From an optimization exercise on the open Yosys and OpenROAD flow, aimed at small area; shortcuts taken in it are not production practice.
Where RTL was checked, it was by simulation tests only, not by an equivalence proof against the original.
Power figures rest on the tool's default switching activity, not on a simulated workload.

==> flow/design.v <==
module frame_codec (
    input  wire        clk,
    input  wire        rst,
    input  wire        enc_start,
    output wire        enc_busy,
    output wire        tx_valid,
    output wire [7:0]  tx_data,
    output wire        tx_last,
    input  wire        tx_ready,
    input  wire        rx_valid,
    input  wire [7:0]  rx_data,
    input  wire        rx_end,
    output reg         res_valid,
    output wire [2:0]  res_kind,
    output wire [3:0]  res_reason,
    output wire [16:0] res_len,
    output wire [7:0]  res_type,
    output wire [7:0]  res_cmd,
    output wire [15:0] res_dlen,
    output wire [7:0]  res_chk_computed,
    output wire [7:0]  res_chk_received,
    output wire [7:0]  res_code,
    output wire [7:0]  res_rssi,
    output wire [15:0] res_pc,
    output wire [95:0] res_epc
);
    reg [2:0] es;
    wire      busy = |es;
    always @(posedge clk) begin
        if (rst)
            es <= 3'd0;
        else if (busy ? tx_ready : enc_start)
            es <= es + 3'd1;
    end
    reg [7:0] inv_byte;
    always @(*) begin
        case (es)
            3'd1:    inv_byte = 8'hBB;
            3'd3:    inv_byte = 8'h22;
            3'd6:    inv_byte = 8'h22;
            3'd7:    inv_byte = 8'h7E;
            default: inv_byte = 8'h00;
        endcase
    end
    assign enc_busy = busy;
    assign tx_valid = busy;
    assign tx_data  = inv_byte;
    assign tx_last  = (es == 3'd7);
    localparam [31:0] HDR_SUCC = 32'h0222_0011;
    reg [16:0]  cnt;
    reg [7:0]   sum;         
    reg [7:0]   d1, d2;      
    reg         sok;         
    reg         hs;          
    reg [119:0] wb;          
    wire        sat   = &cnt;
    wire        low   = (cnt[16:5] == 12'd0);
    wire [16:0] cnt_n = (rx_valid && !sat) ? cnt + 17'd1 : cnt;
    wire [7:0]  sum_a = sum + d2;
    wire [31:0] whdr  = ~wb[31:0];
    wire [7:0]  rx_n  = ~rx_data;
    wire [19:0] we;
    genvar g;
    generate
        for (g = 0; g < 20; g = g + 1) begin : g_we
            assign we[g] = rx_valid && low && (cnt[4:0] == g);
        end
    endgenerate
    always @(posedge clk) begin
        if (rst || rx_end)
            cnt <= 17'd0;
        else
            cnt <= cnt_n;
        if (rx_valid) begin
            d1  <= rx_data;
            d2  <= d1;
            sum <= (low && cnt[4:0] < 5'd3) ? 8'h00 : sum_a;
        end
        if (we[0])
            sok <= (rx_data == 8'hBB);
        if (we[5])
            hs <= (whdr == HDR_SUCC);
    end
    generate
        for (g = 0; g < 11; g = g + 1) begin : g_pay
            always @(posedge clk)
                if (we[g+5])
                    wb[119-8*g -: 8] <= rx_n;
        end
        for (g = 11; g < 15; g = g + 1) begin : g_hdr
            always @(posedge clk)
                if (we[g-10] || (we[g+5] && hs))
                    wb[119-8*g -: 8] <= rx_n;
        end
    endgenerate
    wire [7:0]  w_d1   = rx_valid ? rx_data : d1;
    wire [7:0]  w_d2   = rx_valid ? d1 : d2;
    wire [7:0]  w_sum  = rx_valid ? sum_a : sum;
    wire [15:0] w_dlen = hs ? HDR_SUCC[15:0] : whdr[15:0];
    wire [7:0]  s5     = ~wb[119:112];
    wire f_empty = (cnt_n == 17'd0);
    wire f_short = (cnt_n[16:3] == 14'd0);
    wire f_mark  = !sok || (w_d1 != 8'h7E);
    wire f_chk   = (w_sum != w_d2);
    wire [16:0] la = cnt_n;
    wire [16:0] lb = ~{1'b0, whdr[15:0]};
    wire [16:0] lk = 17'd6;
    wire [16:0] lc = {(lk[15:0] & la[15:0] & lb[15:0]) | (~lk[15:0] & (la[15:0] | lb[15:0])), 1'b0};
    wire f_len   = hs ? (cnt_n != 17'd24) : |(la ^ lb ^ lk ^ lc);
    wire p_succ  = hs || (whdr[31:16] == HDR_SUCC[31:16]);
    wire p_err   = !hs && (whdr[31:16] == 16'h01FF);
    wire l17     = hs;
    wire l1      = (whdr[15:0] == 16'd1);
    reg [3:0] oc_n;
    always @(*) begin
        if (f_empty)      oc_n = 4'd1;
        else if (f_short) oc_n = 4'd2;
        else if (f_mark)  oc_n = 4'd3;
        else if (f_chk)   oc_n = 4'd4;
        else if (f_len)   oc_n = 4'd5;
        else if (p_succ)  oc_n = l17 ? 4'd13 : 4'd6;
        else if (p_err)   oc_n = l1 ? ((s5 == 8'h15) ? 4'd14 : 4'd15) : 4'd7;
        else              oc_n = 4'd8;
    end
    wire n_chk  = !f_short && !f_mark && f_chk;
    wire n_succ = (oc_n == 4'd13);
    reg [3:0]   oc;
    reg         rhs;         
    reg [119:0] rb;          
    always @(posedge clk) begin
        if (rst) begin
            res_valid        <= 1'b0;
            oc               <= 4'd0;
            rhs              <= 1'b0;
            rb[111:79]       <= {33{1'b1}};
            rb[78:32]        <= 47'h0;
        end else if (rx_end) begin
            res_valid        <= 1'b1;
            oc               <= oc_n;
            rhs              <= hs && !f_short;
            rb[111:79]       <= n_succ ? wb[111:79] : ~{cnt_n, w_sum, w_d2};
            rb[78:32]        <= n_succ ? ~wb[78:32] : 47'h0;
        end else if (rx_valid) begin
            res_valid <= 1'b0;
        end
        if (rx_end) begin
            rb[119:112] <= wb[119:112];
            rb[31:0]    <= wb[31:0];
        end
    end
    wire o_x    = oc[3] & oc[2];
    wire o_succ = o_x & !oc[1];
    wire o_tag  = o_x & oc[1];
    wire o_hdr  = o_x | (oc > 4'd2);      
    wire o_ns   = (oc != 4'd0) && !o_succ;
    wire o_chk  = (oc == 4'd4);
    wire [119:0] rp     = {~rb[119:79], rb[78:32], ~rb[31:0]};
    wire [31:0] hdr_out = rhs ? HDR_SUCC : (o_hdr ? rp[31:0] : 32'h0);
    assign res_kind   = o_x ? {1'b0, oc[1:0]} : {(oc != 4'd0), 2'b00};
    assign res_reason = o_x ? 4'd0 : oc;
    assign res_rssi   = o_succ ? rp[119:112] : 8'h00;
    assign res_code   = o_tag  ? rp[119:112] : 8'h00;
    assign res_pc     = o_succ ? rp[111:96] : 16'h0;
    assign res_epc    = {(o_succ ? rp[95:79] : 17'h0), rp[78:32], (o_succ ? rp[31:0] : 32'h0)};
    assign res_len    = o_succ ? 17'd24 : (o_ns ? rp[111:95] : 17'd0);
    assign res_chk_computed = o_chk ? rp[94:87] : 8'h00;
    assign res_chk_received = o_chk ? rp[86:79] : 8'h00;
    assign res_type   = hdr_out[31:24];
    assign res_cmd    = hdr_out[23:16];
    assign res_dlen   = hdr_out[15:0];
endmodule
clock: 6.0 ns
lec_check: 0
cap_margin: 20
core_margin: 2
core_utilization: 65
slew_margin: 20
standard.sh (not shown) runs the stock make flow with config.mk's settings and CLKGATE_MAP_FILE= SYNTH_SCRIPT=/design/flow/synth_recipe.tcl, a recipe that flattens the netlist after the stock synthesis.
==> flow/flow/run.sh <==
#!/bin/bash
# Layout flow: the standard ORFS flow (standard.sh) with
#  1. the standard synthesis, unchanged (bash standard.sh synth);
#  2. its combinational cells re-mapped for area by ABC (remap.tcl, with
#     each abc*.abc script in turn; the smallest netlist is kept): the
#     flip-flops, their names and cell types stay as synthesis made them;
#  3. the rest of the standard flow (floorplan, power grid, tap cells,
#     placement, CTS, routing), with ports buffered by buf_1 and CTS built
#     from small clock buffers without dummy loads.
# Each tool writes its full output to a log file of its own here.
set -euo pipefail
export BUFFER_PORTS_ARGS="-buffer_cell sky130_fd_sc_hd__buf_1"
export CTS_ARGS="-sink_clustering_enable -repair_clock_nets -dont_use_dummy_load -buf_list sky130_fd_sc_hd__clkbuf_4 -sink_clustering_size 10 -sink_clustering_max_diameter 80"
R=orfs/results/$FLOW_PLATFORM/frame_codec/base
bash standard.sh synth > synth.log 2>&1
cp $R/1_2_yosys.v $R/1_2_yosys_standard.v
DONT_USE=$(make -s -C "$FLOW_HOME" DESIGN_CONFIG="$PWD/config.mk" WORK_HOME="$PWD/orfs" print-DONT_USE_CELLS 2>/dev/null | sed "s/^DONT_USE_CELLS: *//")
export DONT_USE REMAP_IN=$R/1_2_yosys_standard.v
export REMAP_LIB=$FLOW_HOME/platforms/$FLOW_PLATFORM/lib/sky130_fd_sc_hd__tt_025C_1v80.lib
best=""; best_area=""
for s in flow/abc*.abc; do
  n=$(basename $s .abc)
  REMAP_ABC=$PWD/$s REMAP_OUT=$R/1_2_yosys_$n.v yosys -c flow/remap.tcl > remap_$n.log 2>&1 || continue
  a=$(grep "Chip area" remap_$n.log | tail -1 | awk '{print $NF}')
  std=$(grep "Chip area" $R/1_2_yosys_$n.v.std_stat | tail -1 | awk '{print $NF}')
  echo "$n $a (standard $std)" >> remap_areas.log
  # a sanity bound: a re-mapping never shrinks the netlist this much
  awk -v a="$a" -v s="$std" 'BEGIN{exit !(a > 0.6*s)}' || continue
  if [[ -z "$best" ]] || awk -v a="$a" -v b="$best_area" 'BEGIN{exit !(a<b)}'; then best=$n; best_area=$a; fi
done
echo "best $best $best_area" >> remap_areas.log
cp $R/1_2_yosys_$best.v $R/1_2_yosys.v
rm -f $R/1_synth.odb $R/1_synth.sdc
bash standard.sh finish > finish.log 2>&1
Other scripts of this flow, unchanged in this note and not shown: flow/flow/abc1.abc, flow/flow/abc2.abc, flow/flow/abc3.abc, flow/flow/abc4.abc, flow/flow/remap.tcl
==> next run, changes <==
CAP_MARGIN = 0   (was 20)
GPL_TIMING_DRIVEN = 0   (was unset)
SLEW_MARGIN = 0   (was 20)
- worst setup slack loses 0.13 ns
- clock skew is higher by 0.037 ns
- area after synthesis does not change
- die area does not change
- maximum frequency came out lower by about 2.4%
- synthesized cell count is unchanged
- design area hardly moves
- wire length fell by 2.8%
- sequential power stays flat
- core utilization is lower by 0.16 points
- cell count decreases by 0.54%

== build 81 ==
Another version of the RTL of frame_codec (not shown whole).
Size in the first run: about 230 I/O pins, roughly 14000 um^2 of cells after synthesis.
clock: 6.0 ns
lec_check: 0
cap_margin: 20
core_margin: 2
core_utilization: 40
slew_margin: 20
==> flow/flow/run.sh <==
#!/bin/bash
# Standard ORFS layout (the standard.sh, unchanged synthesis, floorplan,
# power grid and tap cells), with two placement/CTS knobs changed:
#  - ports are buffered with the smallest buffer (buf_1) instead of the
#    cell buffer_ports would pick on its own;
#  - CTS uses small clock buffers and no dummy loads.
# make's full output goes to make.log here; each ORFS step also writes its
# own log under orfs/logs/.
set -euo pipefail
export BUFFER_PORTS_ARGS="-buffer_cell sky130_fd_sc_hd__buf_1"
export CTS_ARGS="-sink_clustering_enable -repair_clock_nets -dont_use_dummy_load -buf_list sky130_fd_sc_hd__clkbuf_4"
bash standard.sh finish > make.log 2>&1
Every stage of the flow completed for build 81, and the final layout passed the timing, DRC and antenna checks.
Setup changes, build 81 to build 31
==> flow/run.sh (new file) <==
#!/bin/bash
# synth_recipe.tcl (not shown) runs the flow's synth.tcl, then flattens the netlist and writes it again
# the make line also repeats each setting of config.mk as NAME=value (left out here)
make -C /OpenROAD-flow-scripts/flow DESIGN_CONFIG=/design/flow/config.mk WORK_HOME=/design/flow/orfs CLKGATE_MAP_FILE= SYNTH_SCRIPT=/design/flow/synth_recipe.tcl finish
removed: flow/flow/run.sh
removed: flow/standard.sh
==> comparison <==
Build 31: no failed stages, no open violations at the end. Routed via count, build 81 and build 31: lower on build 31. Taking build 81 as the reference, in build 31 fmax shows a reduction of 4.7%; final design area excluding fillers +12%. From build 81 to build 31 the numbers moved as follows: fraction of final layout cells with drive strength greater than 1 fell 3.1 points, post-detailed-route wirelength per cell rose by 2.8%.
For build 6, these inputs were changed with respect to build 31:
==> flow/flow/run.sh (new file) <==
#!/bin/bash
# Standard ORFS layout (the standard.sh, unchanged synthesis, floorplan,
# power grid and tap cells), with two placement/CTS knobs changed:
#  - ports are buffered with the smallest buffer (buf_1) instead of the
#    cell buffer_ports would pick on its own;
#  - CTS uses small clock buffers and no dummy loads.
# make's full output goes to make.log here; each ORFS step also writes its
# own log under orfs/logs/.
set -euo pipefail
export BUFFER_PORTS_ARGS="-buffer_cell sky130_fd_sc_hd__buf_1"
export CTS_ARGS="-sink_clustering_enable -repair_clock_nets -dont_use_dummy_load -buf_list sky130_fd_sc_hd__clkbuf_2"
bash standard.sh finish > make.log 2>&1
==> flow/standard.sh (new file) <==
#!/bin/bash
# synth_recipe.tcl (not shown) runs the flow's synth.tcl, then flattens the netlist and writes it again
# the make line also repeats each setting of config.mk as NAME=value (left out here)
make -C /OpenROAD-flow-scripts/flow DESIGN_CONFIG=/design/flow/config.mk WORK_HOME=/design/flow/orfs CLKGATE_MAP_FILE= SYNTH_SCRIPT=/design/flow/synth_recipe.tcl "${@:-finish}"
removed: flow/run.sh
Notes after the runs:
- Build 6 ran to completion and came out clean on the timing, DRC and antenna checks.
- Per the comparison of build 6 with build 31, final setup slack of the worst path shows an increase of 220 ps, overall power moved down.
- Changes observed in build 6 relative to build 31: combinational share of power now larger; sequential group power closely matched the old numbers; aggregate routed wire length shows a reduction of 390 um.
#### Input delta (build 77 over build 6)
diff --git a/flow/flow/run.sh b/flow/flow/run.sh
--- a/flow/flow/run.sh
+++ b/flow/flow/run.sh
@@ -10,3 +10,3 @@
 export BUFFER_PORTS_ARGS="-buffer_cell sky130_fd_sc_hd__buf_1"
-export CTS_ARGS="-sink_clustering_enable -repair_clock_nets -dont_use_dummy_load -buf_list sky130_fd_sc_hd__clkbuf_2"
+export CTS_ARGS="-sink_clustering_enable -repair_clock_nets -dont_use_dummy_load"
 bash standard.sh finish > make.log 2>&1
### Flow results
Build 6 has a higher final worst slack than build 77.
Relative to build 6, relative area change from synthesis to final layout has gone up in build 77.
Taking build 6 as the reference, in build 77 maximum clock rate lower, overall power after layout higher, total nets after synthesis roughly the same, final cell area excluding filler cells higher, net switching power figure higher.
Build 6 ran to completion and came out clean on the timing, DRC and antenna checks.
No stage failed in build 77, and the final checks on the layout all came back clean.
STATUS final worst hold slack: build 77 wins against build 6
Function was not checked in any run of this note: the RTL went through the layout flow alone.

## run 1
Another version of the RTL of frame_codec (not shown whole).
Size in the first run: roughly 960 cells after synthesis, roughly 230 I/O pins, about 11,000 µm² of cells after synthesis.
==> flow/config.mk <==
export PLATFORM = sky130hd
export DESIGN_NAME = frame_codec
export DESIGN_NICKNAME = frame_codec
export VERILOG_FILES = /design/flow/design.v
export SDC_FILE = /design/flow/constraint.sdc
export NUM_CORES = 4
export LEC_CHECK = 0
export CAP_MARGIN = 0
export CORE_MARGIN = 2
export CORE_UTILIZATION = 65
export SLEW_MARGIN = 0
==> flow/constraint.sdc <==
create_clock -name core_clock -period 6.0 [get_ports {clk}]
set_input_delay 1.2000 -clock core_clock [delete_from_list [all_inputs] [get_ports {clk}]]
set_output_delay 1.2000 -clock core_clock [all_outputs]
set_load 0.01 [all_outputs]
==> flow/flow/run.sh <==
#!/bin/bash
# Layout flow: the standard ORFS flow (standard.sh) with
#  1. the standard synthesis, unchanged (bash standard.sh synth);
#  2. its combinational cells re-mapped for area by ABC (remap.tcl, with
#     each abc*.abc script in turn; the smallest netlist is kept): the
#     flip-flops, their names and cell types stay as synthesis made them;
#  3. the rest of the standard flow (floorplan, power grid, tap cells,
#     placement, CTS, routing), with ports buffered by buf_1 and CTS built
#     from small clock buffers without dummy loads;
set -euo pipefail
export BUFFER_PORTS_ARGS="-buffer_cell sky130_fd_sc_hd__buf_1"
CTS_BASE="-sink_clustering_enable -repair_clock_nets -dont_use_dummy_load"
export CTS_ARGS="$CTS_BASE -buf_list sky130_fd_sc_hd__clkbuf_2"
R=orfs/results/$FLOW_PLATFORM/frame_codec/base
bash standard.sh synth > synth.log 2>&1
cp $R/1_2_yosys.v $R/1_2_yosys_standard.v
DONT_USE=$(make -s -C "$FLOW_HOME" DESIGN_CONFIG="$PWD/config.mk" WORK_HOME="$PWD/orfs" print-DONT_USE_CELLS 2>/dev/null | sed "s/^DONT_USE_CELLS: *//")
export DONT_USE REMAP_IN=$R/1_2_yosys_standard.v
export REMAP_LIB=$FLOW_HOME/platforms/$FLOW_PLATFORM/lib/sky130_fd_sc_hd__tt_025C_1v80.lib
best=""; best_area=""
for s in flow/abc*.abc; do
  n=$(basename $s .abc)
  REMAP_ABC=$PWD/$s REMAP_OUT=$R/1_2_yosys_$n.v yosys -c flow/remap.tcl > remap_$n.log 2>&1 || continue
  a=$(grep "Chip area" remap_$n.log | tail -1 | awk '{print $NF}')
  std=$(grep "Chip area" $R/1_2_yosys_$n.v.std_stat | tail -1 | awk '{print $NF}')
  echo "$n $a (standard $std)" >> remap_areas.log
  # a sanity bound: a re-mapping never shrinks the netlist this much
  awk -v a="$a" -v s="$std" 'BEGIN{exit !(a > 0.6*s)}' || continue
  if [[ -z "$best" ]] || awk -v a="$a" -v b="$best_area" 'BEGIN{exit !(a<b)}'; then best=$n; best_area=$a; fi
done
echo "best $best $best_area" >> remap_areas.log
cp $R/1_2_yosys_$best.v $R/1_2_yosys.v
rm -f $R/1_synth.odb $R/1_synth.sdc
bash standard.sh finish > finish.log 2>&1

export SLEW_LIB=$REMAP_LIB SLEW_R=$R
openroad -no_init -exit flow/clkslew.tcl > clkslew.log 2>&1 || true
slew=$(awk '/CLKSLEW_PS/ {print $2}' clkslew.log)
echo "clock pin slew after the first try: $slew ps" >> clkslew_summary.log
if awk -v s="$slew" 'BEGIN{exit !(s == "" || s > 0)}'; then
  cp -r orfs/logs orfs/logs_try1
  rm -f $R/4_* $R/5_* $R/6_* out/final.def
  export CTS_ARGS="$CTS_BASE -buf_list {sky130_fd_sc_hd__clkbuf_2 sky130_fd_sc_hd__clkbuf_4}"
  bash standard.sh finish > finish2.log 2>&1
  openroad -no_init -exit flow/clkslew.tcl > clkslew2.log 2>&1 || true
fi
==> flow/flow/clkslew.tcl <==
read_liberty $::env(SLEW_LIB)
read_db $::env(SLEW_R)/6_final.odb
read_sdc $::env(SLEW_R)/6_final.sdc
read_spef $::env(SLEW_R)/6_final.spef
set mx 0
foreach pin [get_pins -hierarchical */CLK] {
  foreach p {slew_max_rise slew_max_fall slew_max} {
    if {![catch {set s [get_property $pin $p]}]} { if {$s > $mx} {set mx $s} }
  }
}
puts "CLKSLEW_PS [expr {$mx * 1000.0}]"
Other scripts of this flow, unchanged in this note and not shown: flow/flow/abc1.abc, flow/flow/abc2.abc, flow/flow/abc3.abc, flow/flow/abc4.abc, flow/flow/abc5.abc, flow/flow/abc6.abc, flow/flow/remap.tcl
The inputs of run 2 differ from those of run 1 as listed below.
--- a/flow/flow/run.sh
+++ b/flow/flow/run.sh
@@ -36,11 +36,17 @@
 export SLEW_LIB=$REMAP_LIB SLEW_R=$R
-openroad -no_init -exit flow/clkslew.tcl > clkslew.log 2>&1 || true
-slew=$(awk '/CLKSLEW_PS/ {print $2}' clkslew.log)
-echo "clock pin slew after the first try: $slew ps" >> clkslew_summary.log
-if awk -v s="$slew" 'BEGIN{exit !(s == "" || s > 0)}'; then
-  cp -r orfs/logs orfs/logs_try1
+clk_slew() {
+  openroad -no_init -exit flow/clkslew.tcl > clkslew_$1.log 2>&1 || true
+  awk '/CLKSLEW_PS/ {print $2}' clkslew_$1.log
+}
+try=1
+for next in "-buf_list sky130_fd_sc_hd__clkbuf_4 -sink_clustering_size 8 -sink_clustering_max_diameter 60" \
+            "-buf_list {sky130_fd_sc_hd__clkbuf_2 sky130_fd_sc_hd__clkbuf_4}"; do
+  slew=$(clk_slew $try)
+  echo "try $try: clock pin slew $slew ps" >> clkslew_summary.log
+  awk -v s="$slew" 'BEGIN{exit !(s == "" || s > 117)}' || break
+  cp -r orfs/logs orfs/logs_try$try
   rm -f $R/4_* $R/5_* $R/6_* out/final.def
-  export CTS_ARGS="$CTS_BASE -buf_list {sky130_fd_sc_hd__clkbuf_2 sky130_fd_sc_hd__clkbuf_4}"
-  bash standard.sh finish > finish2.log 2>&1
-  openroad -no_init -exit flow/clkslew.tcl > clkslew2.log 2>&1 || true
-fi
+  try=$((try + 1))
+  export CTS_ARGS="$CTS_BASE $next"
+  bash standard.sh finish > finish$try.log 2>&1
+done
Notes after the runs:
Run 2 and run 1 ended up with nearly the same met1 routing resource usage after global routing.
Fraction of the cycle the final worst path needs, run 2 and run 1: smaller value in run 2
Run 2 does better than run 1 on cell area.
Delta (run 2 minus run 1): sequential share of layout area went up by 0.91 points; total CTS buffers fell by 4.1%.
Run 2 vs. run 1: post-layout utilization of the core moved down; leakage power figure now sits lower; worst hold slack shows a reduction of 3.4 ps.
As far as worst hold path stage count goes, run 2 and run 1 are indistinguishable; the numbers are identical.
Re number of buffers inserted to repair setup after CTS: no difference whatsoever between run 1 and run 2.
The following lists how run 3 was set up differently from run 2:
Settings: changing CORE_UTILIZATION from 65 to 85.
==> comparison <==
Against run 2, run 3 reports a effective utilization at floorplan that is higher. Die boundary height | run 3 below run 2. There was hardly any difference in area after synthesis between run 3 and run 2. The remaining runs in run 2 and run 3 completed every stage, whereas run 3 halted early. What ended run 3 was a tool error in global placement (3_3_place_gp); the run never finished.
Modified inputs, run 4 compared to run 3
Settings: GPL_TIMING_DRIVEN newly set to 0; CORE_UTILIZATION changed from 85 to 75.
--- a/flow/flow/run.sh
+++ b/flow/flow/run.sh
@@ -8,7 +8,7 @@
 #     placement, CTS, routing), with ports buffered by buf_1 and CTS built
-#     from small clock buffers without dummy loads;
+#     from small clock buffers without dummy loads.
+# Each tool writes its full output to a log file of its own here.
 set -euo pipefail
 export BUFFER_PORTS_ARGS="-buffer_cell sky130_fd_sc_hd__buf_1"
-CTS_BASE="-sink_clustering_enable -repair_clock_nets -dont_use_dummy_load"
-export CTS_ARGS="$CTS_BASE -buf_list sky130_fd_sc_hd__clkbuf_2"
+export CTS_ARGS="-sink_clustering_enable -repair_clock_nets -dont_use_dummy_load -buf_list sky130_fd_sc_hd__clkbuf_4 -sink_clustering_size 10 -sink_clustering_max_diameter 80"
 R=orfs/results/$FLOW_PLATFORM/frame_codec/base
@@ -34,19 +34 @@
 bash standard.sh finish > finish.log 2>&1
-
-export SLEW_LIB=$REMAP_LIB SLEW_R=$R
-clk_slew() {
-  openroad -no_init -exit flow/clkslew.tcl > clkslew_$1.log 2>&1 || true
-  awk '/CLKSLEW_PS/ {print $2}' clkslew_$1.log
-}
-try=1
-for next in "-buf_list sky130_fd_sc_hd__clkbuf_4 -sink_clustering_size 8 -sink_clustering_max_diameter 60" \
-            "-buf_list {sky130_fd_sc_hd__clkbuf_2 sky130_fd_sc_hd__clkbuf_4}"; do
-  slew=$(clk_slew $try)
-  echo "try $try: clock pin slew $slew ps" >> clkslew_summary.log
-  awk -v s="$slew" 'BEGIN{exit !(s == "" || s > 117)}' || break
-  cp -r orfs/logs orfs/logs_try$try
-  rm -f $R/4_* $R/5_* $R/6_* out/final.def
-  try=$((try + 1))
-  export CTS_ARGS="$CTS_BASE $next"
-  bash standard.sh finish > finish$try.log 2>&1
-done
removed: flow/flow/clkslew.tcl
[summary]
Of run 4 and run 3, only run 3 never reached the final stage.
Run 3 is listed as incomplete: the tool reported an error in global placement (3_3_place_gp) and the run ended there.
Reported for run 4 and run 3, synthesized area per cell turned out identical to the last digit.
Run 3 → run 4: synthesized cell count neither gained nor lost much; combined area of all synthesized cells stayed essentially flat; number of top-level design ports closely matched the old numbers; count of standard-cell rows increased by 3 relative to the old numbers.
Initial core utilization (run 4 over run 3): decrease, 11 points
Changes observed in run 4 relative to run 3: number of nets produced by synthesis closely matched the old numbers; die span in y increased by about 6% relative to the old numbers; floorplan die width increased by about 6% relative to the old numbers.
Modified inputs, run 5 compared to run 4
Settings: clearing GPL_TIMING_DRIVEN, which used to be 0.
--- a/flow/flow/run.sh
+++ b/flow/flow/run.sh
@@ -8,7 +8,7 @@
 #     placement, CTS, routing), with ports buffered by buf_1 and CTS built
-#     from small clock buffers without dummy loads.
-# Each tool writes its full output to a log file of its own here.
+#     from small clock buffers without dummy loads;
 set -euo pipefail
 export BUFFER_PORTS_ARGS="-buffer_cell sky130_fd_sc_hd__buf_1"
-export CTS_ARGS="-sink_clustering_enable -repair_clock_nets -dont_use_dummy_load -buf_list sky130_fd_sc_hd__clkbuf_4 -sink_clustering_size 10 -sink_clustering_max_diameter 80"
+CTS_BASE="-sink_clustering_enable -repair_clock_nets -dont_use_dummy_load"
+export CTS_ARGS="$CTS_BASE -buf_list sky130_fd_sc_hd__clkbuf_2"
 R=orfs/results/$FLOW_PLATFORM/frame_codec/base
@@ -34 +34,19 @@
 bash standard.sh finish > finish.log 2>&1
+
+export SLEW_LIB=$REMAP_LIB SLEW_R=$R
+clk_slew() {
+  openroad -no_init -exit flow/clkslew.tcl > clkslew_$1.log 2>&1 || true
+  awk '/CLKSLEW_PS/ {print $2}' clkslew_$1.log
+}
+try=1
+for next in "-buf_list sky130_fd_sc_hd__clkbuf_4 -sink_clustering_size 8 -sink_clustering_max_diameter 60" \
+            "-buf_list {sky130_fd_sc_hd__clkbuf_2 sky130_fd_sc_hd__clkbuf_4}"; do
+  slew=$(clk_slew $try)
+  echo "try $try: clock pin slew $slew ps" >> clkslew_summary.log
+  awk -v s="$slew" 'BEGIN{exit !(s == "" || s > 117)}' || break
+  cp -r orfs/logs orfs/logs_try$try
+  rm -f $R/4_* $R/5_* $R/6_* out/final.def
+  try=$((try + 1))
+  export CTS_ARGS="$CTS_BASE $next"
+  bash standard.sh finish > finish$try.log 2>&1
+done
==> flow/flow/clkslew.tcl (new file) <==
read_liberty $::env(SLEW_LIB)
read_db $::env(SLEW_R)/6_final.odb
read_sdc $::env(SLEW_R)/6_final.sdc
read_spef $::env(SLEW_R)/6_final.spef
set mx 0
foreach pin [get_pins -hierarchical */CLK] {
  foreach p {slew_max_rise slew_max_fall slew_max} {
    if {![catch {set s [get_property $pin $p]}]} { if {$s > $mx} {set mx $s} }
  }
}
puts "CLKSLEW_PS [expr {$mx * 1000.0}]"
### Flow results
When run 5 is measured against run 4, its non-clock buffer count in the final layout turns out 6 higher.
On total power, run 4 beats run 5.
Taking run 4 as the reference, in run 5 routed wire length climbed 470 µm, part of the power in combinational logic barely changed, switching power climbed 1.8%.
Diff run 4 -> run 5: global-route usage climbed 0.49 points; flip-flop and latch share of the layout cell area neither gained nor lost much.

[separate check: timing with driven ports]
No port has a modelled driver above. Below, the same layouts with a new extraction and two added sets of constraints.
Step 1 (the two cells are an assumption about what drives the block):
set clk [get_ports {clk}]
set_driving_cell -lib_cell sky130_fd_sc_hd__clkbuf_16 $clk
set_driving_cell -lib_cell sky130_fd_sc_hd__buf_2 [delete_from_list [all_inputs] $clk]
Step 2 moves the port delays by t, midway between the first and last clock arrival at a register: inputs arrive t later, outputs are due t later. That takes back most of the time a late clock gives input paths.
Three values: ideal, step 1, step 2; two values: the first two.
run	t, ns	setup WS [ns]	worst hold slack (ns)	worst setup path at the end	latest minus earliest clock arrival (ns)
the first run of note 1	0.627	0.706 / 0.706 / 0.467	0.430 / 0.430 / 0.430	input to register	0.063 / 0.063
the second run of note 1	0.651	0.577 / 0.590 / -0.062	0.433 / 0.433 / 0.433	input to register	0.100 / 0.101
build 81	0.774	1.572 / 1.572 / 1.127	0.401 / 0.401 / 0.401	input to register	0.098 / 0.098
build 31	0.579	1.356 / 1.356 / 1.149	0.443 / 0.443 / 0.443	input to register	0.016 / 0.016
build 6	0.953	1.576 / 1.576 / 1.110	0.377 / 0.377 / 0.377	input to register	0.151 / 0.150
build 77	0.556	1.499 / 1.499 / 1.090	0.406 / 0.406 / 0.406	input to register	0.064 / 0.064
run 1	0.675	0.501 / 0.501 / 0.299	0.430 / 0.430 / 0.430	input to register	0.065 / 0.065
run 2	0.794	0.718 / 0.718 / 0.401	0.426 / 0.426 / 0.426	input to register	0.112 / 0.112
run 4	0.640	0.240 / 0.240 / -0.344	0.431 / 0.431 / 0.431	input to register	0.100 / 0.099
run 5	0.662	0.563 / 0.563 / 0.342	0.433 / 0.433 / 0.433	input to register	0.062 / 0.062
With both steps, setup timing fails in the second run of note 1 and run 4, where it was met with ideal ports. The setup slack of the second run of note 1, which loses most, moves by +0.013 ns with the drivers and by -0.639 ns with both steps.
